From an optimization exercise on the open Yosys and OpenROAD flow, aimed at small area, a short achievable clock period and few clock cycles per item; shortcuts taken in it are not production practice.
Only simulation tests tie the RTL to the original design; equivalence was not proved.

Setup of alpha:
Design vrtb_ts, start of the top module:
module vrtb_ts (
    input  wire        clk,
    input  wire        rst,
    input  wire        start,
    input  wire        next,
    input  wire [95:0] t0,
    input  wire [63:0] k0,
    input  wire [31:0] blk_size,
    input  wire [31:0] rate,
    output wire        ready,
    output reg         ts_valid,
    output wire [31:0] ts_sec,
    output wire [39:0] ts_frac,
    output wire        ts_err
);
export LEC_CHECK = 0
export CAP_MARGIN = 20
export CORE_MARGIN = 2
export CORE_UTILIZATION = 40
export SETUP_SLACK_MARGIN = 4.5
export SLEW_MARGIN = 20
create_clock -name core_clock -period 8.0 [get_ports {clk}]
run.sh (not shown) runs the stock make flow with config.mk's settings and CLKGATE_MAP_FILE= SYNTH_SCRIPT=/design/flow/synth_recipe.tcl, a recipe that flattens the netlist after the stock synthesis.
alpha: all stages complete, timing, DRC and antenna checks passed
Testbench counts of alpha, summed over its fixed seeds: cycles 3,996, items 1,152.
Changes in beta relative to alpha:
# alpha
export LEC_CHECK = 0
export CAP_MARGIN = 20
export CORE_MARGIN = 2
export CORE_UTILIZATION = 40
export SETUP_SLACK_MARGIN = 4.5
export SLEW_MARGIN = 20
create_clock -name core_clock -period 8.0 [get_ports {clk}]
# beta
export LEC_CHECK = 0
export CAP_MARGIN = 20
export CORE_MARGIN = 2
export CORE_UTILIZATION = 55
export SETUP_SLACK_MARGIN = 5
export SLEW_MARGIN = 20
create_clock -name core_clock -period 8.0 [get_ports {clk}]
Notes after the runs:
- Per the comparison of beta with alpha, count of non-CTS inverters in the layout has increased, placed wire-length estimate after detailed placement has decreased, final area has increased, worst setup slack has increased, minimum clock period has decreased.
- The pre-CTS setup slack reported for beta is greater than that of alpha by 200 ps.

* * *

Another version of the RTL of vrtb_ts (not shown whole).
Size in the first run: about 430 flip-flops, ~33000 um2 of cells after synthesis.
==> flow/config.mk <==
export PLATFORM = sky130hd
export DESIGN_NAME = vrtb_ts
export DESIGN_NICKNAME = vrtb_ts
export VERILOG_FILES = /design/flow/design.v
export SDC_FILE = /design/flow/constraint.sdc
export NUM_CORES = 4
export LEC_CHECK = 0
export CAP_MARGIN = 20
export CORE_MARGIN = 2
export CORE_UTILIZATION = 40
export SLEW_MARGIN = 20
==> flow/constraint.sdc <==
create_clock -name core_clock -period 8.0 [get_ports {clk}]
set_input_delay 1.6000 -clock core_clock [delete_from_list [all_inputs] [get_ports {clk}]]
set_output_delay 1.6000 -clock core_clock [all_outputs]
set_load 0.01 [all_outputs]
The first run ran to the end with no violations.
Testbench counts at the start, summed over its fixed seeds: cycles 3,940, items 1,152.
Next try:
--- a/flow/config.mk
+++ b/flow/config.mk
@@ -10,2 +10,3 @@
 export CORE_UTILIZATION = 40
+export SETUP_SLACK_MARGIN = 4
 export SLEW_MARGIN = 20
Effect:
- clock skew rises by 5.6 ps
- via count came out higher by a little under a tenth
- global-route usage went up by 2.1 points
- cell count goes up by a few percent
- cell area grows by roughly a tenth
- die area is unchanged
- core utilization grows by 6.2 points
- hold slack stays flat

* * *

Setup of run A:
vrtb_ts, a different RTL version from the one above (not shown whole).
Size: ~3600 cells after synthesis, roughly 300 I/O pins, roughly 32000 sq um of cells after synthesis.
## vrtb_ts
module vrtb_ts (
    input  wire        clk,
    input  wire        rst,
    input  wire        start,
    input  wire        next,
    input  wire [95:0] t0,
    input  wire [63:0] k0,
    input  wire [31:0] blk_size,
    input  wire [31:0] rate,
    output wire        ready,
    output reg         ts_valid,
    output wire [31:0] ts_sec,
    output wire [39:0] ts_frac,
    output wire        ts_err
);
clock: 8.0 ns
lec_check: 0
cap_margin: 20
core_margin: 2
core_utilization: 40
setup_slack_margin: 4.5
slew_margin: 20
In summary, run A completed successfully, with a layout that passed the timing, DRC and antenna checks.
Testbench counts of run A, summed over its fixed seeds: cycles 4,032, items 1,152.
Inputs modified between run A and run B:
Settings: changing SETUP_SLACK_MARGIN from 4.5 to 5.
Notes after the runs:
Compared with run A, in run B fraction of area in clock buffers and inverters now sits higher, area occupied by registers now sits higher, maximum clock rate now sits higher. Of run B and run A, run B shows the higher global-route met1 utilization, with run A below it. Number of nets in the finished design went up by a few percent going from run A to run B. On largest net degree at the start of global routing: between run B and run A, it ends up lower for run B.

[afterwards: timing with drivers on the ports]
How much do the figures lean on ideal ports? The routed layouts below were timed once more, with nothing changed but the port constraints. Step 1, drivers: a clkbuf_16 drives clk and a buf_2 each remaining input, both assumed. Step 2 also shifts input and output timing later by t, the mid clock arrival at the registers, as if the neighbouring blocks saw the same clock. a / b / c = no drivers / after step 1 / after step 2; a / b = the first two.
| run | shift t [ns] | setup WS [ns] | hold WS [ns] | slew at the worst register clock pin (ns) | worst data-port slew with drivers (ns) |
|---|---|---|---|---|---|
| alpha | 0.732 | 4.164 / 4.164 / 3.782 | 0.347 / 0.347 / 0.347 | 0.07 / 0.07 | 0.16 |
| beta | 0.699 | 4.276 / 4.276 / 4.090 | 0.335 / 0.335 / 0.335 | 0.06 / 0.06 | 0.11 |
| the first run of note 2 | 0.688 | 2.000 / 2.000 / 2.000 | 0.327 / 0.327 / 0.327 | 0.07 / 0.07 | 0.05 |
| the second run of note 2 | 0.688 | 3.342 / 3.342 / 3.342 | 0.326 / 0.326 / 0.326 | 0.07 / 0.07 | 0.11 |
| run A | 0.696 | 3.615 / 3.615 / 3.615 | 0.330 / 0.330 / 0.330 | 0.06 / 0.06 | 0.10 |
| run B | 0.712 | 3.693 / 3.693 / 3.693 | 0.328 / 0.328 / 0.328 | 0.07 / 0.07 | 0.08 |
After both steps setup and hold are still met in every run listed. For alpha, which loses most, drivers alone change the setup slack by 0.000 ns; drivers and shift together by -0.382 ns.
